What follows belongs to an exercise in optimizing a design on an open flow for small area; a production flow would make more cautious choices.
In this exercise RTL edits were held to simulation tests only and were not proved equivalent to the original.
Power is estimated from default activity; no workload was simulated.

<file path="design/flow/flow/run.sh">
#!/bin/bash
# Layout flow: the standard flow (standard.sh: ORFS from synthesis to
# the final layout), with three changes:
#  - synthesis is the standard flow's own script, except that ABC maps the logic with
#    the area-oriented script flow/area.abc instead of ORFS's speed script
#    (the clock period leaves ample slack); flip-flops are mapped before
#    ABC runs, so the registers are those of the standard synthesis;
#  - the port buffers that global placement inserts are the smallest
#    buffer (buf_1) instead of the resizer's default choice;
#  - clock tree synthesis makes larger sink clusters and inserts no dummy
#    loads (all sinks still reach the clock through buffers).
# The make output goes to standard.log here; ORFS writes each step's log
# under orfs/logs.
set -euo pipefail
HERE=$(pwd)
cat > "$HERE/area_synth.tcl" <<EOF
proc abc {args} {
  set i [lsearch -exact \$args -script]
  if {\$i >= 0} { lset args [expr {\$i + 1}] $HERE/flow/area.abc }
  yosys abc {*}\$args
}
source $HERE/synth_recipe.tcl
EOF
export BUFFER_PORTS_ARGS="-buffer_cell sky130_fd_sc_hd__buf_1"
export CTS_ARGS="-sink_clustering_enable -repair_clock_nets -dont_use_dummy_load -sink_clustering_size 16 -sink_clustering_max_diameter 55 -buf_list sky130_fd_sc_hd__clkbuf_8"
bash standard.sh SYNTH_SCRIPT="$HERE/area_synth.tcl" finish > standard.log 2>&1
</file>
<file path="design/flow/flow/area.abc">
strash
&get -n
&fraig -x
&put
scorr
dc2
strash
&get -n
&deepsyn -T 60
&synch2
&dch -f
&nf -a -R 1000
&put
</file>
<file path="design/flow/standard.sh">
#!/bin/bash
# synth_recipe.tcl (not shown) runs the flow's synth.tcl, then flattens the netlist and writes it again
# the make line also repeats each setting of config.mk as NAME=value (left out here)
make -C /OpenROAD-flow-scripts/flow DESIGN_CONFIG=/design/flow/config.mk WORK_HOME=/design/flow/orfs CLKGATE_MAP_FILE= SYNTH_SCRIPT=/design/flow/synth_recipe.tcl "${@:-finish}"
</file>
<file path="design/flow/config.mk">
export PLATFORM = sky130hd
export DESIGN_NAME = hub75_engine
export DESIGN_NICKNAME = hub75_engine
export VERILOG_FILES = /design/flow/design.v
export SDC_FILE = /design/flow/constraint.sdc
export NUM_CORES = 4
export LEC_CHECK = 0
export CAP_MARGIN = 20
export CORE_MARGIN = 2
export CORE_UTILIZATION = 55
export SLEW_MARGIN = 20
</file>
<file path="design/flow/constraint.sdc">
create_clock -name core_clock -period 18.0 [get_ports {clk}]
set_input_delay 3.6000 -clock core_clock [delete_from_list [all_inputs] [get_ports {clk}]]
set_output_delay 3.6000 -clock core_clock [all_outputs]
set_load 0.01 [all_outputs]
</file>
<file path="design/flow/design.v">
module hub75_engine #(
    parameter [31:0] FLICKER_BUDGET_TICKS = 32'd500000
) (
    input  wire        clk,
    input  wire        rst,           
    input  wire        cmd_valid,
    output wire        cmd_ready,
    input  wire [63:0] cmd_data,
    output reg         rsp_valid,
    output wire [63:0] rsp_data,
    input  wire        timeout,
    output wire        mem_rd_en,
    output wire        mem_rd_buf,
    output wire [24:0] mem_rd_addr,
    input  wire [5:0]  mem_rd_data,
    output reg  [5:0]  hub_data,
    output reg         hub_clk,
    output reg         hub_lat,
    output wire        hub_oe_n,
    output reg  [4:0]  hub_addr,
    output wire        irq_fault
);
    function integer bits_for(input [31:0] v);
        integer k;
        begin
            bits_for = 1;
            for (k = 1; k < 32; k = k + 1)
                if (v >= (32'd1 << k)) bits_for = k + 1;
        end
    endfunction
    localparam integer TW = bits_for(FLICKER_BUDGET_TICKS);
    function [31:0] rinc(input [31:0] a);
        integer k;
        reg c;
        begin
            c = 1'b1;
            for (k = 0; k < 32; k = k + 1) begin
                rinc[k] = a[k] ^ c;
                c = c & a[k];
            end
        end
    endfunction
    function [31:0] rdec(input [31:0] a);
        integer k;
        reg b;
        begin
            b = 1'b1;
            for (k = 0; k < 32; k = k + 1) begin
                rdec[k] = a[k] ^ b;
                b = b & ~a[k];
            end
        end
    endfunction
    localparam [1:0] ST_UNINIT  = 2'd0,
                     ST_READY   = 2'd1,
                     ST_RUNNING = 2'd2,
                     ST_STOPPED = 2'd3;
    localparam [2:0] S_OFF   = 3'd0,
                     S_FETCH = 3'd1,
                     S_SH0   = 3'd2,
                     S_LATCH = 3'd3,
                     S_HOLD  = 3'd4,
                     S_DONE  = 3'd5,
                     S_SH1   = 3'd6,
                     S_SH2   = 3'd7;
    localparam [7:0] OP_WRCFG  = 8'h01,
                     OP_RDREG  = 8'h02,
                     OP_INIT   = 8'h03,
                     OP_COMMIT = 8'h12,
                     OP_START  = 8'h20,
                     OP_STOP   = 8'h21;
    reg  [1:0]  st;
    reg         active;
    reg         pending;
    reg         stop_req;
    reg         retry_used;
    reg         fault;
    reg  [2:0]  sq;
    reg  [8:0]  cur;
    reg  [4:0]  n_row;
    reg  [3:0]  n_plane;          
    reg  [24:0] addr;
    reg  [TW-1:0] cnt;            
    reg  [31:0] cfg [0:6];
    reg  [7:0]  cfg_ok;           
    reg         act_v;
    reg  [5:0]  a_hrows;          
    reg  [15:0] a_cols;
    reg  [4:0]  a_depth;
    reg  [15:0] a_gam [0:2];
    reg  [TW-1:0] a_tick;
    reg  [31:0] fcnt;             
    reg         fc_inc;           
    reg  [11:0] finfo;            
    reg  [2:0]  r_stat;
    reg  [10:0] r_lo;
    reg  [2:0]  r_hi;
    reg  [6:0]  r_sc;             
    reg  [6:0]  r_sa;             
    reg         r_sf;             
    wire [2:0] ph = (sq == S_SH1 || sq == S_SH2) ? 3'd2 : sq;
    wire running  = (st == ST_RUNNING);
    integer i;
    genvar g;
    wire        cmd_fire = cmd_valid & cmd_ready;
    wire [7:0]  op  = cmd_data[63:56];
    wire [7:0]  idx = cmd_data[55:48];
    wire        z55 = (cmd_data[55:0] == 56'd0);
    wire idx_cfg = (idx[7:3] == 5'd0) && (idx[2:0] != 3'd7);
    wire idx_act = (idx[7:3] == 5'd3) && (idx[2:0] != 3'd7);
    wire idx_sts = (idx[7:3] == 5'd2) && (!idx[2] || idx[1:0] == 2'd0);
    wire is_wrcfg  = (op == OP_WRCFG)  && (cmd_data[47:32] == 16'd0) && idx_cfg;
    wire is_rdreg  = (op == OP_RDREG)  && (cmd_data[47:0] == 48'd0) && (idx_cfg | idx_act | idx_sts);
    wire is_init   = (op == OP_INIT)   && z55;
    wire is_commit = (op == OP_COMMIT) && z55;
    wire is_start  = (op == OP_START)  && z55;
    wire is_stop   = (op == OP_STOP)   && z55;
    wire legal     = is_wrcfg | is_rdreg | is_init | is_commit | is_start | is_stop;
    wire state_ok = ((is_wrcfg | is_init) & ~running) |
                    is_rdreg |
                    (is_commit & (st != ST_UNINIT)) |
                    (is_start & ((st == ST_READY) | (st == ST_STOPPED))) |
                    (is_stop & running);
    wire [31:0] wd = cmd_data[31:0];
    wire wz_31_19 = (wd[31:19] == 13'd0);
    wire wz_31_16 = wz_31_19 && (wd[18:16] == 3'd0);
    wire wz_31_7  = wz_31_16 && (wd[15:7] == 9'd0);
    wire wz_31_5  = wz_31_7  && (wd[6:5] == 2'd0);
    wire wnz_15_0 = (wd[15:0] != 16'd0);
    wire w_rows   = wz_31_7 && !wd[0] && (wd[6:1] != 6'd0) && (!wd[6] || wd[5:1] == 5'd0);
    wire w_16     = wz_31_16 && wnz_15_0;
    wire w_depth  = wz_31_5 && (wd[4:0] != 5'd0) && (!wd[4] || wd[3:0] == 4'd0);
    wire w_nz     = wnz_15_0 || !wz_31_16;
    reg  [7:0] w_ok;
    always @(*) begin
        w_ok = {wz_31_19, 7'd0};
        case (idx[2:0])
            3'd0: w_ok[0] = w_rows;
            3'd2: w_ok[0] = w_depth;
            3'd6: w_ok[0] = w_nz;
            default: w_ok[0] = w_16;
        endcase
    end
    wire ok1 = cfg_ok[0];
    wire ok2 = cfg_ok[1];
    wire ok3 = cfg_ok[2];
    wire ok4 = cfg_ok[3] & cfg_ok[4] & cfg_ok[5];
    wire ok5 = cfg_ok[6];
    function [TW-1:0] budget_div(input [5:0] h);
        reg [31:0] q;
        begin
            q = FLICKER_BUDGET_TICKS / {26'd0, h};
            budget_div = q[TW-1:0];
        end
    endfunction
    reg [TW-1:0] blim;
    integer j;
    always @(*) begin
        blim = budget_div(6'd32);
        for (j = 1; j < 32; j = j + 1)
            if (cfg[0][5:1] == j) blim = budget_div(j);
    end
    wire [TW-1:0] sh_out = cnt << n_plane;
    wire [TW-1:0] sh_msk = ~({TW{1'b1}} >> n_plane);
    wire          sh_ovf = |(cnt & sh_msk);
    reg          c6_ge;
    reg          cy, ps, pc, x, y, z;
    integer      m;
    always @(*) begin
        cy = 1'b1;
        pc = 1'b0;
        c6_ge = 1'b0;
        for (m = 0; m <= TW + 1; m = m + 1) begin
            x  = (m < TW) ? blim[m] : 1'b0;
            y  = (m < TW) ? cnt[m]  : 1'b0;
            z  = (m == 0) ? 1'b1 : (m <= TW) ? ~sh_out[m-1] : 1'b1;
            ps = x ^ y ^ z;
            if (m == TW + 1)
                c6_ge = ~(ps ^ pc ^ cy);
            {pc, cy} = {(x & y) | (x & z) | (y & z), (ps & pc) | (ps & cy) | (pc & cy)};
        end
    end
    wire ok6 = cfg_ok[7] && !sh_ovf && c6_ge;
    wire [2:0] init_err = !ok1 ? 3'd1 : !ok2 ? 3'd2 : !ok3 ? 3'd3 :
                          !ok4 ? 3'd4 : !ok5 ? 3'd5 : !ok6 ? 3'd6 : 3'd0;
    wire acc       = cmd_fire & legal & state_ok;
    wire do_wrcfg  = acc & is_wrcfg;
    wire do_init   = acc & is_init & (init_err == 3'd0);
    wire do_commit = acc & is_commit;
    wire do_start  = acc & is_start;
    wire do_stop   = acc & is_stop;
    assign cmd_ready = ~rst & ~rsp_valid & ~stop_req;
    assign irq_fault = fault;
    wire stop_req_m = stop_req | do_stop;
    wire pending_m  = pending | do_commit;
    wire in_flight  = (sq != S_OFF) && (sq != S_FETCH);
    wire tmo        = timeout & running & in_flight;
    wire adopt      = (sq == S_FETCH) & ~stop_req_m & (cur == 9'd0) & pending_m;
    wire cnt_last   = (cnt == {{(TW-1){1'b0}}, 1'b1});
    wire fetch_stop = (sq == S_FETCH) & stop_req_m;
    wire esc        = tmo & retry_used;
    wire [31:0] row_p1   = rinc({27'd0, n_row});
    wire [31:0] plane_p1 = rinc({28'd0, n_plane});
    wire [31:0] cur_p1   = rinc({23'd0, cur});
    wire [31:0] addr_p1  = rinc({7'd0, addr});
    wire [31:0] cnt_m1   = rdec({{(32-TW){1'b0}}, cnt});
    wire [31:0] cdep_m1  = rdec({28'd0, cfg[2][3:0]});
    wire last_row   = (row_p1[5:0] == a_hrows);
    wire last_plane = (plane_p1[4:0] == a_depth);
    assign mem_rd_en   = (sq == S_SH0);
    assign mem_rd_buf  = active;
    assign mem_rd_addr = addr;
    assign hub_oe_n    = ~(((sq == S_HOLD) & ~hub_lat) | (sq == S_DONE));
    wire [31:0] cfg_wd = wd & {32{~rst}};
    wire [6:0]  cfg_we;
    generate
        for (g = 0; g < 7; g = g + 1) begin : g_cfg
            assign cfg_we[g] = rst | (do_wrcfg && idx[2:0] == g);
            always @(posedge clk)
                if (cfg_we[g])
                    cfg[g] <= cfg_wd;
        end
    endgenerate
    wire [7:0] ok_wd = w_ok & {8{~rst}};
    always @(posedge clk) begin
        for (i = 0; i < 7; i = i + 1)
            if (cfg_we[i])
                cfg_ok[i] <= ok_wd[0];
        if (cfg_we[6])
            cfg_ok[7] <= ok_wd[7];
    end
    always @(posedge clk) begin
        if (do_init) begin
            a_hrows  <= cfg[0][6:1];
            a_cols   <= cfg[1][15:0];
            a_depth  <= cfg[2][4:0];
            a_gam[0] <= cfg[3][15:0];
            a_gam[1] <= cfg[4][15:0];
            a_gam[2] <= cfg[5][15:0];
            a_tick   <= cfg[6][TW-1:0];
        end
    end
    always @(posedge clk) begin
        if (rst)
            act_v <= 1'b0;
        else if (do_init)
            act_v <= 1'b1;
    end
    reg [32:0] fc_c;
    reg [31:0] fc_nx;
    always @(*) begin
        fc_c[0] = fc_inc & ~(&fcnt);
        for (i = 0; i < 32; i = i + 1) begin
            fc_nx[i]   = fcnt[i] ^ fc_c[i];
            fc_c[i+1]  = fcnt[i] & fc_c[i];
        end
    end
    wire fc_clr = rst | do_init;
    always @(posedge clk) begin
        fcnt   <= fc_nx & {32{~fc_clr}};
        fc_inc <= tmo & ~fc_clr;
    end
    always @(posedge clk) begin
        r_stat <= 3'd0;
        r_lo   <= 11'd0;
        r_hi   <= 3'd0;
        r_sc   <= 7'd0;
        r_sa   <= 7'd0;
        r_sf   <= 1'b0;
        if (!legal) begin
            r_stat <= 3'd5;
        end else if (!state_ok) begin
            r_stat <= 3'd4;
            r_lo   <= {9'd0, st};
        end else if (is_rdreg) begin
            for (i = 0; i < 7; i = i + 1) begin
                r_sc[i] <= idx_cfg && (idx[2:0] == i);
                r_sa[i] <= idx_act && act_v && (idx[2:0] == i);
            end
            if (idx_sts) case (idx[2:0])
                3'd0: r_lo <= {ph, 2'b00, fault, retry_used, active, pending, st};
                3'd2: r_sf <= 1'b1;
                3'd3: begin r_lo <= {2'd0, finfo[8:0]}; r_hi <= finfo[11:9]; end
                3'd4: r_lo <= {2'd0, cur};
                default: ;
            endcase
        end else if (is_init && init_err != 3'd0) begin
            r_stat <= 3'd1;
            r_lo   <= {8'd0, init_err};
        end
        if ((esc && stop_req_m) || fetch_stop) begin
            r_stat <= esc ? 3'd3 : 3'd0;
            r_lo   <= 11'd0;
            r_hi   <= 3'd0;
            r_sc   <= 7'd0;
            r_sa   <= 7'd0;
            r_sf   <= 1'b0;
        end
    end
    wire [31:0] rd_static =
        ({32{r_sc[0]}} & cfg[0]) | ({32{r_sc[1]}} & cfg[1]) |
        ({32{r_sc[2]}} & cfg[2]) | ({32{r_sc[3]}} & cfg[3]) |
        ({32{r_sc[4]}} & cfg[4]) | ({32{r_sc[5]}} & cfg[5]) |
        ({32{r_sc[6]}} & cfg[6]) | ({32{r_sf}} & fcnt) |
        ({32{r_sa[0]}} & {25'd0, a_hrows, 1'b0}) |
        ({32{r_sa[1]}} & {16'd0, a_cols}) |
        ({32{r_sa[2]}} & {27'd0, a_depth}) |
        ({32{r_sa[3]}} & {16'd0, a_gam[0]}) |
        ({32{r_sa[4]}} & {16'd0, a_gam[1]}) |
        ({32{r_sa[5]}} & {16'd0, a_gam[2]}) |
        ({32{r_sa[6]}} & {{(32-TW){1'b0}}, a_tick});
    assign rsp_data = {5'd0, r_stat, 24'd0,
                       rd_static | {13'd0, r_hi, 5'd0, r_lo}};
    always @(posedge clk) begin
        if (rst) begin
            st          <= ST_UNINIT;
            active      <= 1'b0;
            pending     <= 1'b0;
            stop_req    <= 1'b0;
            retry_used  <= 1'b0;
            fault       <= 1'b0;
            cur         <= 9'd0;
            sq          <= S_OFF;
            finfo       <= 12'd0;
            rsp_valid   <= 1'b0;
            hub_data    <= 6'd0;
            hub_clk     <= 1'b0;
            hub_lat     <= 1'b0;
            hub_addr    <= 5'd0;
        end else begin
            rsp_valid <= cmd_fire & ~do_stop;
            if (do_init) begin
                active      <= 1'b0;
                pending     <= 1'b0;
                cur         <= 9'd0;
                stop_req    <= 1'b0;
                retry_used  <= 1'b0;
                fault       <= 1'b0;
                finfo       <= 12'd0;
                st          <= ST_READY;
            end
            if (do_commit)
                pending <= 1'b1;
            if (do_start) begin
                fault      <= 1'b0;
                retry_used <= 1'b0;
                cur        <= 9'd0;
                st         <= ST_RUNNING;
                sq         <= S_FETCH;
            end
            if (do_stop)
                stop_req <= 1'b1;
            if (tmo) begin
                finfo    <= {ph, cur};
                hub_data <= 6'd0;
                hub_clk  <= 1'b0;
                hub_lat  <= 1'b0;
                if (!retry_used) begin
                    retry_used <= 1'b1;
                    cur        <= 9'd0;
                    sq         <= S_FETCH;
                end else begin
                    fault <= 1'b1;
                    st    <= ST_STOPPED;
                    sq    <= S_OFF;
                    if (stop_req_m) begin
                        stop_req  <= 1'b0;
                        rsp_valid <= 1'b1;
                    end
                end
            end else begin
                case (sq)
                    S_FETCH: begin
                        if (stop_req_m) begin
                            stop_req  <= 1'b0;
                            st        <= ST_STOPPED;
                            sq        <= S_OFF;
                            rsp_valid <= 1'b1;
                        end else begin
                            if (adopt) begin
                                active  <= ~active;
                                pending <= 1'b0;
                            end
                            sq <= S_SH0;
                        end
                    end
                    S_SH0: begin
                        hub_clk <= 1'b0;
                        sq      <= S_SH1;
                    end
                    S_SH1: begin
                        hub_data <= mem_rd_data;
                        sq       <= S_SH2;
                    end
                    S_SH2: begin
                        hub_clk <= 1'b1;
                        sq      <= cnt_last ? S_LATCH : S_SH0;
                    end
                    S_LATCH: begin
                        hub_data <= 6'd0;
                        hub_clk  <= 1'b0;
                        hub_addr <= n_row;
                        hub_lat  <= 1'b1;
                        sq       <= S_HOLD;
                    end
                    S_HOLD: begin
                        hub_lat <= 1'b0;
                        if (cnt_last)
                            sq <= S_DONE;
                    end
                    S_DONE: begin
                        if (last_row && last_plane) begin
                            cur        <= 9'd0;
                            retry_used <= 1'b0;
                        end else begin
                            cur <= cur_p1[8:0];
                        end
                        sq <= S_FETCH;
                    end
                    default: ;
                endcase
            end
            if (do_init)
                sq <= S_OFF;
        end
    end
    wire restart = do_start | (tmo & ~retry_used);
    wire to_idle = ~running | esc | fetch_stop;
    always @(posedge clk) begin
        if (to_idle) begin
            n_plane <= cdep_m1[3:0];
            cnt     <= cfg[6][TW-1:0];
        end
        if (restart) begin
            n_row   <= 5'd0;
            n_plane <= 4'd0;
            addr    <= 25'd0;
        end else if (!tmo && !fetch_stop) begin
            case (sq)
                S_FETCH: cnt <= a_cols;
                S_SH2: begin
                    addr <= addr_p1[24:0];
                    cnt  <= cnt_last ? a_tick : cnt_m1[TW-1:0];
                end
                S_LATCH: cnt <= sh_out;
                S_HOLD:  cnt <= cnt_m1[TW-1:0];
                S_DONE: begin
                    if (last_row && last_plane) begin
                        n_row   <= 5'd0;
                        n_plane <= 4'd0;
                        addr    <= 25'd0;
                    end else if (last_plane) begin
                        n_plane <= 4'd0;
                        n_row   <= row_p1[4:0];
                    end else begin
                        n_plane <= plane_p1[3:0];
                    end
                end
                default: ;
            endcase
        end
    end
endmodule
</file>
==> PnR_summary.wiki, run 1 <==
{| class="wikitable"
! Metric !! Value
|-
| Initial cell density of the core || 0.555
|-
| Clock network latency to the later pin of the worst-skew pair || 0.64 ns
|-
| Top-level port count || ~180
|-
| Core box area || 38,600 sq um
|-
| Async set-or-reset flop fraction in the synthesized netlist || 0
|-
| Crit path kind || in -> reg
|-
| Antenna violations before repair || 4
|-
| Endpoints failing hold || 0
|-
| Setup repair after global routing missed its margin || false
|-
| Required time at the endpoint of the critical path || 18.46 ns
|-
| Total overflow reported by the global router || 0
|-
| Number of placement rows || roughly 70
|-
| Cell with the most instances after synthesis || sky130_fd_sc_hd__edfxtp_1
|-
| Most used flip-flop cell after synthesis || sky130_fd_sc_hd__edfxtp_1
|-
| Via count of the first global-routing pass || 15,500
|-
| Die height || 201 um
|-
| Number of H-tree levels || 2
|-
| Total count of max-transition violations in the final report || 0
|-
| Count of endpoints failing setup in the final report || 0
|-
| Slew at the pin closest to its max-slew limit || 1.23 ns
|-
| Slew headroom || 0.177
|-
| Register cell area after layout || 13,100 sq um
|-
| Via density per instance || 6.46
|-
| Static power due to leakage || 8.30 nW
|-
| Post-detailed-routing wire length || roughly 65,000 um
|-
| Category of the worst setup path capture point || flip-flop
|-
| Number of instances in the synthesized netlist || 1,737
|-
| Worst min-delay path class || reg -> reg
|-
| Bufs on Longest Clock Path || 3
|-
| Number of distinct library cells after synthesis || 60
|-
| # DRC || 0
|-
| Clock tree from TritonCTS || yes
|-
| Register area share after synthesis || 0.611
|-
| Iteration-0 DRC count of the detailed router || 1,738
|-
| Fmax || approximately 110 MHz
|-
| Hold Slack || 0.434 ns
|-
| All-layer global routing usage || 0.322
|-
| Cell type contributing the most total cell area after synthesis || sky130_fd_sc_hd__edfxtp_1
|-
| Number of CTS-inserted buffers || 41
|-
| Total number of nets in the final design || 2,152
|-
| Area occupied by multi-input gates || ~8000 sq um
|-
| Signal arrival time at the worst endpoint || 9.73 ns
|-
| Area of the die || 40,500 sq um
|-
| Total of cells resized after clock tree synthesis || 0
|-
| Number of vias after detailed routing || 16,000
|-
| Fillers || 3,300
|-
| Sort of element at the start of the critical path || input pin
|-
| Synth Cell Area || 21,400 sq um
|-
| Number of warnings issued by yosys || 3
|-
| Worst-path maximum fanout || 13
|-
| Cell types with the largest area share after synthesis || sky130_fd_sc_hd__edfxtp_1 46%, sky130_fd_sc_hd__dfxtp_1 15%, sky130_fd_sc_hd__ha_1 5.6%
|-
| Share of final-layout standard cells stronger than drive strength 1 || 0.0469
|-
| Number of max-cap violations || 0
|-
| Peak supply drop || 0.0709 mV
|-
| Number of buffers added for setup after CTS || 0
|-
| Final estimated routing congestion in global placement || 0.925
|-
| Shortest period the worst path allows || slightly above 9 ns
|-
| Post-route clock period utilization || 0.515
|-
| Final Skew || a little over 0.06 ns
|-
| Number of sinks driven by the clock tree || 490
|-
| CTS root buf || sky130_fd_sc_hd__clkbuf_8
|-
| Number of hold-repair buffers added at the cts stage || 0
|-
| First-pass iteration count of the detailed router || 10
|-
| Synthesis-stage register bit count || 490
|-
| Half-perimeter wire length of the detailed placement result || about 45,000 um
|-
| Setup TNS || 0 ns
|-
| Areal power density over the cells || approximately 90 nW/um^2
|-
| Run status || no timing/DRC/antenna violations
|-
| Synthesized area divided by synthesized cell count || between 10 and 15 sq um
|-
| Post-synth EDFFs || 326
|-
| Maximum number of pins on one net before global-route repair || 52
|-
| Layout overhead on the synthesized area || 9.52%
|-
| PortBufs || between 150 and 200
|-
| Count of nets left with antenna violations after detail routing || 0
|-
| Clock transition at the registers of the reported paths || roughly 0.10 ns
|-
| Share of the synthesized area in the top cell type || 0.457
|-
| Wire length of the first global-routing pass || 97,100 um
|-
| Final routed wire length divided by cell count || 26.4 um
|-
| Die Width || 201 um
|-
| Commonest cells post-synth || 326 x sky130_fd_sc_hd__edfxtp_1, 168 x sky130_fd_sc_hd__nand2_1, 164 x sky130_fd_sc_hd__dfxtp_1, 139 x sky130_fd_sc_hd__nor2_1, 103 x sky130_fd_sc_hd__a21oi_1
|}
## placed cells by master (no fill, tap or decap), types with 43 or more instances in the layout
| master | synthesis | layout |
|---|---|---|
| sky130_fd_sc_hd__edfxtp_1 | 326 | 326 |
| sky130_fd_sc_hd__nor2b_1 | 43 | 43 |
| sky130_fd_sc_hd__a22oi_1 | 58 | 58 |
| sky130_fd_sc_hd__nand3_1 | 47 | 47 |
| sky130_fd_sc_hd__ha_1 | 95 | 95 |
| sky130_fd_sc_hd__dfxtp_1 | 164 | 164 |
| sky130_fd_sc_hd__a21oi_1 | 103 | 103 |
| sky130_fd_sc_hd__nand2_1 | 168 | 168 |
| sky130_fd_sc_hd__nor2_1 | 139 | 138 |
| sky130_fd_sc_hd__a222oi_1 | 80 | 80 |
| sky130_fd_sc_hd__o21ai_0 | 60 | 60 |
| sky130_fd_sc_hd__clkinv_1 | 53 | 53 |
| sky130_fd_sc_hd__buf_1 | 0 | 151 |
| sky130_fd_sc_hd__and2_0 | 45 | 45 |
## stage by stage
step           area [sq um]  setup WS [ns]  power [mW]   util  cells
3_3_place_gp          22900           8.37        1.53  0.593   2439
5_1_grt               23400           8.11        2.13  0.608   2481
4_1_cts               23400           8.79        2.07  0.608   2480
6_report              23500           8.73        2.06  0.608   2483
3_5_place_dp          22900           8.20        1.53  0.593   2439
2_1_floorplan         21500           7.63        1.45      -   1765
## area by class of cell
class                   instances  share of cell area
repair buffers                186              0.0354
well taps                     518              0.0276
clock buffers                  41              0.0241
inverters                      53             0.00848
diodes                          2            0.000213
flip-flops and latches        490               0.557
multi-input cells            1193               0.347
## flip-flops by register name (all words and copies together), names as in the netlist, 4 cells and up
signal / count
cur: 9
a_tick: 19
n_row: 5
a_hrows: 6
addr: 25
cnt: 19
hub_data: 6
cfg_ok: 8
r_sa: 7
r_sc: 7
a_cols: 16
hub_addr: 5
cfg: 224
n_plane: 4
fcnt: 32
finfo: 12
r_lo: 11
a_gam: 48
a_depth: 5
## logic make-up after synthesis
group / share of synthesized area
muxes: 0.0105
buffers and inverters: 0.0195
other: 0.000175
xor gates and xnor gates: 0.00654
adders and majority gates: 0.0723
and+or+nand+nor: 0.130
DFF: 0.611
AOI/OAI and AO/OA: 0.150
## critical path: stages
cell	delay [ns]
sky130_fd_sc_hd__buf_1	0.10
sky130_fd_sc_hd__or4_1	0.51
sky130_fd_sc_hd__nor3_1	0.25
sky130_fd_sc_hd__nand3_1	0.19
sky130_fd_sc_hd__nor4_1	0.58
sky130_fd_sc_hd__nand4_1	0.21
sky130_fd_sc_hd__or4_1	0.55
sky130_fd_sc_hd__or4_1	0.58
sky130_fd_sc_hd__or3_1	0.38
sky130_fd_sc_hd__a21oi_1	0.17
sky130_fd_sc_hd__a221oi_1	0.23
sky130_fd_sc_hd__nor2_1	0.21
sky130_fd_sc_hd__a31oi_1	0.22
sky130_fd_sc_hd__o21ai_0	0.28
sky130_fd_sc_hd__nand2b_1	0.40
sky130_fd_sc_hd__or2_0	0.73
sky130_fd_sc_hd__o21ai_0	0.19
sky130_fd_sc_hd__a221oi_1	0.25
sky130_fd_sc_hd__nand2_1	0.09
## worst paths after layout
check               startpoint   endpoint  slack [ns]  depth (start not counted)
setup / recovery  cmd_data[29]    cnt[18]        8.73                         19
hold / removal       cfg[1][9]  a_cols[9]        0.43                          0
setup reg to reg       fcnt[1]   fcnt[31]       10.25                         37
hold reg to reg      cfg[1][9]  a_cols[9]        0.43                          0
## report_power, final
| part | total, mW | switching, mW | internal, mW |
|---|---|---|---|
| sequential | 1.29 | 0.0345 | 1.25 |
| clock | 0.549 | 0.345 | 0.205 |
| combinational | 0.226 | 0.148 | 0.0779 |
| total | 2.06 | 0.528 | 1.53 |
## metal layers
layer  GRT usage  routed length (um)  up-vias
li1            -                   -     7190
met1       0.441               26100     7881
met2       0.501               29600      855
met3      0.0758                7510      117
met4       0.124                2290        4
met5           0                  28        -
==> inputs of run 2 (changes only) <==
==> design/flow/flow/area.abc (replaced) <==
strash
&get -n
&fraig -x
&put
scorr
dc2
strash
&get -n
&deepsyn -T 60
&dch -f
&nf -a -R 2000
&put
==> PnR_summary.wiki, run 2 <==
{| class="wikitable"
! Metric !! Value
|-
| Met2 routed wirelength || 29,600 um
|-
| Total count of max-transition violations in the final report || 0
|-
| Count of endpoints failing setup in the final report || 0
|-
| Register area share after synthesis || 0.617
|-
| Post-synth EDFFs || approximately 330
|-
| Number of H-tree levels || 2
|-
| Number of max-cap violations || 0
|-
| Share of the synthesized area in the top cell type || 0.462
|-
| Most common cell after layout, fill and taps aside || sky130_fd_sc_hd__edfxtp_1
|-
| Setup repair after global routing missed its margin || false
|-
| Initial cell density of the core || 0.561
|-
| Category of the worst setup path capture point || flip-flop
|-
| Via count of the first global-routing pass || 15,000
|-
| Biggest cell delay along the critical path || approximately 0.72 ns
|-
| Cell with the most instances after synthesis || sky130_fd_sc_hd__edfxtp_1
|-
| Shortest period the worst path allows || 8.99 ns
|-
| Number of sinks driven by the clock tree || 490
|-
| Run status || no timing/DRC/antenna violations
|-
| Areal power density over the cells || 88.1 nW/um^2
|-
| Static power due to leakage || 8.26 nW
|-
| Layout overhead on the synthesized area || 9.22%
|-
| Peak supply drop || 0.0784 mV
|-
| Most used flip-flop cell after synthesis || sky130_fd_sc_hd__edfxtp_1
|-
| Register bank with the most flops || cfg
|-
| Async set-or-reset flop fraction in the synthesized netlist || 0
|-
| Synthesis-stage register bit count || 490
|-
| First-pass iteration count of the detailed router || 8
|-
| Iteration-0 DRC count of the detailed router || 1,805
|-
| # DRC || 0
|-
| Crit path kind || in -> reg
|-
| Setup TNS || 0 ns
|-
| Signal arrival time at the worst endpoint || 9.43 ns
|-
| Synth Cell Area || between 20,000 and 25,000 sq um
|-
| Number of CTS-inserted buffers || 40
|-
| Met1 wire length || 25,700 um
|-
| Post-route clock period utilization || 0.500
|-
| Final routed wire length divided by cell count || 26.7 um
|-
| Core box area || about 38,000 sq um
|-
| Worst min-delay path class || reg -> reg
|-
| Worst-path maximum fanout || 14
|-
| Top library cells by usage in the layout, fill and taps aside || 326 x sky130_fd_sc_hd__edfxtp_1, 163 x sky130_fd_sc_hd__dfxtp_1, 151 x sky130_fd_sc_hd__buf_1
|-
| Number of distinct library cells after synthesis || 62
|-
| Number of instances in the synthesized netlist || 1,650
|-
| Total cell area at the placement stage || 22,600 sq um
|-
| Maximum number of pins on one net before global-route repair || 74
|-
| Post-detailed-routing wire length || 63,400 um
|-
| Series of cell instances along the critical path || buf_1, or4_1, nor3_1, and3_1, nor4b_1, nand3_1, or3_1, a211oi_1, a221o_1, nand4_1, nor2b_1, nor2_1, or3_1, or2_0, o32ai_1, a221oi_1, o21ai_0
|-
| All-layer global routing usage || 0.311
|-
| Synthesized area divided by synthesized cell count || 12.8 sq um
|-
| Sort of element at the start of the critical path || input pin
|-
| Topmost layer with routed signal wires || met5
|-
| Fillers || 3,067
|-
| Total number of nets in the final design || roughly 2,100
|-
| Highest-delay cell along the critical path || sky130_fd_sc_hd__or2_0
|-
| Slew headroom || 0.227
|-
| Fmax || approximately 110 MHz
|-
| Die Width || 200 um
|-
| CTS root buf || sky130_fd_sc_hd__clkbuf_8
|-
| Number of hold-repair buffers added at the cts stage || 0
|-
| Half-perimeter wire length of the detailed placement result || 43,500 um
|-
| Number of buffers added for setup after CTS || 0
|-
| Top-level port count || ~180
|-
| Number of vias after detailed routing || approximately 16,000
|-
| Final Skew || 0.0699 ns
|-
| Bufs on Longest Clock Path || 3
|-
| Die height || roughly 200 um
|-
| Number of placement rows || 71
|-
| Share of final-layout standard cells stronger than drive strength 1 || 0.0423
|-
| Clock network latency to the later pin of the worst-skew pair || about 0.6 ns
|-
| Commonest cells post-synth || 326 x sky130_fd_sc_hd__edfxtp_1, 164 x sky130_fd_sc_hd__dfxtp_1, 128 x sky130_fd_sc_hd__nor2_1, 108 x sky130_fd_sc_hd__nand2_1, 95 x sky130_fd_sc_hd__ha_1
|-
| Required time at the endpoint of the critical path || 18.44 ns
|-
| Clock tree from TritonCTS || yes
|-
| PortBufs || 152
|-
| Endpoints failing hold || 0
|-
| Cell type contributing the most total cell area after synthesis || sky130_fd_sc_hd__edfxtp_1
|-
| Slew at the pin closest to its max-slew limit || 1.14 ns
|-
| Clock transition at the registers of the reported paths || 0.10 ns
|-
| Most frequent cell on the critical path || sky130_fd_sc_hd__or3_1
|-
| Antenna violations before repair || 1
|-
| Cell types with the largest area share after synthesis || sky130_fd_sc_hd__edfxtp_1 46%, sky130_fd_sc_hd__dfxtp_1 16%, sky130_fd_sc_hd__ha_1 5.6%
|-
| Met3 routed WL || 6070 um
|-
| Final Cell Area || 23,100 sq um
|-
| Area of the die || 40,100 sq um
|-
| Count of nets left with antenna violations after detail routing || 0
|-
| Via density per instance || 6.57
|-
| Wire length of the first global-routing pass || 94,200 um
|-
| Number of warnings issued by yosys || 3
|-
| Total overflow reported by the global router || 0
|-
| Total of cells resized after clock tree synthesis || 0
|-
| Hold Slack || 0.441 ns
|-
| Final estimated routing congestion in global placement || ~0.95
|-
| Largest register FFs || around 220
|-
| Regs by FF count || cfg: 224 flops, a_gam: 48 flops, fcnt: 32 flops
|}
run 2: stage by stage:
stage | std cells | util | power [mW] | setup slack (ns)
2_1_floorplan | 1678 | - | 1.44 | 5.77
3_5_place_dp | 2338 | 0.598 | 1.52 | 8.57
3_3_place_gp | 2338 | 0.598 | 1.52 | 8.73
6_report | 2379 | 0.612 | 2.04 | 9.01
5_1_grt | 2378 | 0.612 | 2.11 | 8.55
4_1_cts | 2378 | 0.612 | 2.04 | 9.19
run 2: final timing paths:
kind                                   start        to  slack (ns)  cells after the start
worst max-delay path            cmd_data[15]    cnt[0]        9.01                     17
worst min-delay path                finfo[8]   r_lo[8]        0.44                      2
worst max register to register       fcnt[2]  fcnt[31]       10.41                     36
worst min register to register      finfo[8]   r_lo[8]        0.44                      2
run 2: cell type report:
type | instances | area, sq um | share of cell area
clock buffers | 40 | 551 | 0.0238
multi-input cells | 1103 | 7880 | 0.341
diodes | 1 | 2.50 | 0.000108
inverters | 56 | 210 | 0.00909
repair buffers | 178 | 767 | 0.0332
flip-flops and latches | 490 | 13100 | 0.565
well taps | 511 | 639 | 0.0277
run 2: where the power goes:
group	switching [mW]	total [mW]	internal (mW)
logic	0.140	0.212	0.0717
registers	0.0338	1.29	1.25
clock network	0.340	0.540	0.200
run 2: worst max-delay path: cells and delay by family:
family / cells / cell delay (ns)
AOI/OAI and AO/OA: 5 / 1.32
buffers and inverters: 1 / 0.10
and+or+nand+nor: 11 / 4.40
run 2: cells by family after synthesis:
family	synth area share
adders and majority gates	0.0732
and+or+nand+nor	0.117
AOI/OAI and AO/OA	0.160
DFF	0.617
muxes	0.00774
buffers and inverters	0.0202
other	0.000177
xor gates and xnor gates	0.00455
run 2: routing by layer:
| layer | global-route usage | vias to the layer above |
|---|---|---|
| met5 | 0 | - |
| li1 | - | 6946 |
| met3 | 0.0504 | 122 |
| met4 | 0.106 | 2 |
| met2 | 0.496 | 858 |
| met1 | 0.436 | 7694 |
==> inputs of run 3 (changes only) <==
--- a/design/flow/design.v
+++ b/design/flow/design.v
@@ -77,7 +77,7 @@
     reg         fault;
     reg  [2:0]  sq;
     reg  [8:0]  cur;
-    reg  [4:0]  n_row;
+    reg         row_first;        
     reg  [3:0]  n_plane;          
     reg  [24:0] addr;
     reg  [TW-1:0] cnt;            
@@ -199,7 +199,7 @@
     wire cnt_last   = (cnt == {{(TW-1){1'b0}}, 1'b1});
     wire fetch_stop = (sq == S_FETCH) & stop_req_m;
     wire esc        = tmo & retry_used;
-    wire [31:0] row_p1   = rinc({27'd0, n_row});
+    wire [31:0] row_p1   = rinc({27'd0, hub_addr});
     wire [31:0] plane_p1 = rinc({28'd0, n_plane});
     wire [31:0] cur_p1   = rinc({23'd0, cur});
     wire [31:0] addr_p1  = rinc({7'd0, addr});
@@ -399,7 +399,10 @@
                     S_LATCH: begin
                         hub_data <= 6'd0;
                         hub_clk  <= 1'b0;
-                        hub_addr <= n_row;
+                        if (row_first)
+                            hub_addr <= 5'd0;
+                        else if (n_plane == 4'd0)
+                            hub_addr <= row_p1[4:0];
                         hub_lat  <= 1'b1;
                         sq       <= S_HOLD;
                     end
@@ -432,7 +435,7 @@
             cnt     <= cfg[6][TW-1:0];
         end
         if (restart) begin
-            n_row   <= 5'd0;
+            row_first <= 1'b1;
             n_plane <= 4'd0;
             addr    <= 25'd0;
         end else if (!tmo && !fetch_stop) begin
@@ -442,16 +445,18 @@
                     addr <= addr_p1[24:0];
                     cnt  <= cnt_last ? a_tick : cnt_m1[TW-1:0];
                 end
-                S_LATCH: cnt <= sh_out;
+                S_LATCH: begin
+                    cnt       <= sh_out;
+                    row_first <= 1'b0;
+                end
                 S_HOLD:  cnt <= cnt_m1[TW-1:0];
                 S_DONE: begin
                     if (last_row && last_plane) begin
-                        n_row   <= 5'd0;
+                        row_first <= 1'b1;
                         n_plane <= 4'd0;
                         addr    <= 25'd0;
                     end else if (last_plane) begin
                         n_plane <= 4'd0;
-                        n_row   <= row_p1[4:0];
                     end else begin
                         n_plane <= plane_p1[3:0];
                     end
==> PnR_summary.wiki, run 3 <==
{| class="wikitable"
! Metric !! Value
|-
| Via count of the first global-routing pass || around 15,000
|-
| Fillers || 3,055
|-
| Synthesis-stage register bit count || 486
|-
| Worst min-delay path class || reg -> reg
|-
| Total overflow reported by the global router || 0
|-
| Clock tree from TritonCTS || yes
|-
| Most frequent cell on the critical path || sky130_fd_sc_hd__a21oi_1
|-
| Static power due to leakage || 8.27 nW
|-
| Post-detailed-routing wire length || 65,300 um
|-
| Biggest cell delay along the critical path || approximately 0.77 ns
|-
| Slew headroom || 0.200
|-
| Number of warnings issued by yosys || 3
|-
| Core box area || 37,800 sq um
|-
| Total count of max-transition violations in the final report || 0
|-
| Most common cell after layout, fill and taps aside || sky130_fd_sc_hd__edfxtp_1
|-
| Via density per instance || 6.64
|-
| Iteration-0 DRC count of the detailed router || 2,046
|-
| Cell with the most instances after synthesis || sky130_fd_sc_hd__edfxtp_1
|-
| Slew at the pin closest to its max-slew limit || roughly 1.2 ns
|-
| Hold Slack || between 0.4 and 0.5 ns
|-
| Regs by FF count || cfg: 224 flops, a_gam: 48 flops, fcnt: 32 flops
|-
| # DRC || 0
|-
| All-layer global routing usage || 0.331
|-
| Post-synth EDFFs || 326
|-
| Die Width || 200 um
|-
| Post-route clock period utilization || 0.472
|-
| Number of hold-repair buffers added at the cts stage || 0
|-
| Number of placement rows || 71
|-
| Share of the synthesized area in the top cell type || 0.464
|-
| Number of diodes added for antenna fixing || 0
|-
| Wire length of the first global-routing pass || 96,900 um
|-
| Final Skew || 0.0893 ns
|-
| First-pass iteration count of the detailed router || 8
|-
| Number of max-cap violations || 0
|-
| Clock network latency to the later pin of the worst-skew pair || 0.65 ns
|-
| Count of nets left with antenna violations after detail routing || 0
|-
| Final routed wire length divided by cell count || 27.4 um
|-
| PortBufs || 152
|-
| Start of the worst register-to-register path || cfg[0][1]
|-
| Worst hold start || cfg[5][3]
|-
| Area occupied by multi-input gates || 7920 sq um
|-
| Most used flip-flop cell after synthesis || sky130_fd_sc_hd__edfxtp_1
|-
| Core occupancy in the finished layout || 0.612
|-
| Areal power density over the cells || around 89 nW/um^2
|-
| Number of H-tree levels || 2
|-
| Critical Path Source || cfg[0][1]
|-
| Cell type contributing the most total cell area after synthesis || sky130_fd_sc_hd__edfxtp_1
|-
| Number of buffers added for setup after CTS || 0
|-
| Highest-delay cell along the critical path || sky130_fd_sc_hd__edfxtp_1
|-
| Share of final-layout standard cells stronger than drive strength 1 || 0.0449
|-
| Register bank with the most flops || cfg
|-
| Async set-or-reset flop fraction in the synthesized netlist || 0
|-
| Worst-path maximum fanout || 50
|-
| Setup TNS || 0 ns
|-
| Number of distinct library cells after synthesis || between 60 and 70
|-
| Total of cells resized after clock tree synthesis || 0
|-
| Shortest period the worst path allows || approximately 8.5 ns
|-
| Initial cell density of the core || 0.559
|-
| Die height || 200 um
|-
| Number of CTS-inserted buffers || 41
|-
| Setup repair after global routing missed its margin || false
|-
| Run status || no timing/DRC/antenna violations
|-
| Half-perimeter wire length of the detailed placement result || approximately 45,000 um
|-
| Fmax || roughly 120 MHz
|-
| CTS root buf || sky130_fd_sc_hd__clkbuf_8
|-
| Layout overhead on the synthesized area || 9.39%
|-
| Required time at the endpoint of the critical path || 18.48 ns
|-
| Commonest cells post-synth || 326 x sky130_fd_sc_hd__edfxtp_1, 160 x sky130_fd_sc_hd__dfxtp_1, 134 x sky130_fd_sc_hd__nor2_1, 104 x sky130_fd_sc_hd__nand2_1, 95 x sky130_fd_sc_hd__ha_1
|-
| Top library cells by usage in the layout, fill and taps aside || 326 x sky130_fd_sc_hd__edfxtp_1, 160 x sky130_fd_sc_hd__dfxtp_1, 151 x sky130_fd_sc_hd__buf_1
|-
| Signal arrival time at the worst endpoint || ~9.0 ns
|-
| Antenna violations before repair || 0
|-
| Bufs on Longest Clock Path || 3
|-
| Endpoints failing hold || 0
|-
| Clock transition at the registers of the reported paths || 0.10 ns
|-
| Largest register FFs || ~220
|-
| Category of the worst setup path capture point || flip-flop
|-
| Sort of element at the start of the critical path || flip-flop
|-
| Register area share after synthesis || 0.615
|-
| Total number of nets in the final design || between 2,000 and 2,500
|-
| Hold depth || 0
|-
| Cell types with the largest area share after synthesis || sky130_fd_sc_hd__edfxtp_1 46%, sky130_fd_sc_hd__dfxtp_1 15%, sky130_fd_sc_hd__ha_1 5.6%
|-
| Number of instances in the synthesized netlist || 1,649
|-
| Register cell area after layout || 13,000 sq um
|-
| Final estimated routing congestion in global placement || roughly 0.97
|-
| Synth Cell Area || 21,100 sq um
|-
| Crit path kind || reg -> reg
|-
| Worst r2r path cells || 34
|-
| Synthesized area divided by synthesized cell count || 12.8 sq um
|-
| Number of vias after detailed routing || 15,800
|-
| Count of endpoints failing setup in the final report || 0
|-
| Peak supply drop || slightly below 0.07 mV
|-
| Number of sinks driven by the clock tree || slightly below 500
|-
| Maximum number of pins on one net before global-route repair || 55
|-
| Area of the die || 40,000 sq um
|-
| Top-level port count || roughly 180
|}
[run 3: report_power, final]
part	switching, mW	leakage [nW]	internal [mW]
logic	0.144	3.60	0.0744
registers	0.0356	4.38	1.24
clock network	0.347	0.295	0.204
total	0.527	8.27	1.52
[run 3: final timing paths]
check                                    to  slack [ns]
worst min register to register  a_gam[2][3]        0.44
worst max-delay path                 active        9.51
worst min-delay path            a_gam[2][3]        0.44
worst max register to register       active        9.51
[run 3: worst max-delay path, delay by kind of cell, from the launching register on]
family / cells / cell delay, ns
DFF: 1 / 0.77
adders and majority gates: 1 / 0.49
buffers and inverters: 5 / 1.95
and+or+nand+nor: 10 / 2.87
AOI/OAI and AO/OA: 18 / 2.18
[run 3: area by class of cell]
type / instances / share of cell area
clock buffer: 41 / 0.0244
inverter: 49 / 0.00796
multi-input combinational: 1113 / 0.343
timing repair buffer: 182 / 0.0345
tap: 511 / 0.0277
sequential: 486 / 0.563
[run 3: metal layers]
| metal | up-vias | GRT usage | wire length (um) | share of wire |
|---|---|---|---|---|
| met5 | - | 0 | 0 | 0 |
| met4 | 0 | 0.106 | 1790 | 0.027 |
| met3 | 99 | 0.0464 | 6220 | 0.095 |
| met2 | 886 | 0.529 | 30600 | 0.47 |
| met1 | 7864 | 0.473 | 26800 | 0.41 |
| li1 | 6961 | - | - | - |
[run 3: cell families after synthesis]
logic type                 share of synthesized area
muxes                                        0.00705
DFF                                            0.615
adders and majority gates                     0.0734
and+or+nand+nor                                0.114
AOI/OAI and AO/OA                              0.164
buffers and inverters                         0.0190
other                                       0.000178
xor gates and xnor gates                     0.00705
[run 3: per-stage QoR]
step                total power, mW  worst slack (ns)  std cells  instance area [sq um]
floorplan                      1.43              3.10       1677                  21200
global placement               1.51              8.85       2341                  22500
detailed placement             1.52              8.75       2341                  22500
CTS                            2.05              9.35       2382                  23100
global route                   2.11              8.97       2382                  23100
finish                         2.05              9.51       2382                  23100

==> afterwards: timing with drivers on the ports <==
The flow's constraints put no driver on any port. The routed layouts listed below were extracted and timed again, unchanged, in two steps.
Step 1 (the two cells are an assumption about what drives the block):
set clk [get_ports {clk}]
set_driving_cell -lib_cell sky130_fd_sc_hd__clkbuf_16 $clk
set_driving_cell -lib_cell sky130_fd_sc_hd__buf_2 [delete_from_list [all_inputs] $clk]
Step 2, shift: input delay + t, output delay - t, t = (earliest + latest rising clock arrival at the registers) / 2. This alone moves slack from input paths to output paths.
Three values: ideal, step 1, step 2; two values: the first two.
run	t, ns	setup WS [ns]	worst setup path after step 2
run 1	0.663	8.730 / 8.761 / 8.098	input to register
run 2	0.627	9.007 / 9.039 / 8.413	input to register
run 3	0.654	9.506 / 9.506 / 8.947	input to register
After both steps setup and hold are still met in every run listed. For run 1, which loses most, drivers alone change the setup slack by +0.031 ns; drivers and shift together by -0.632 ns.
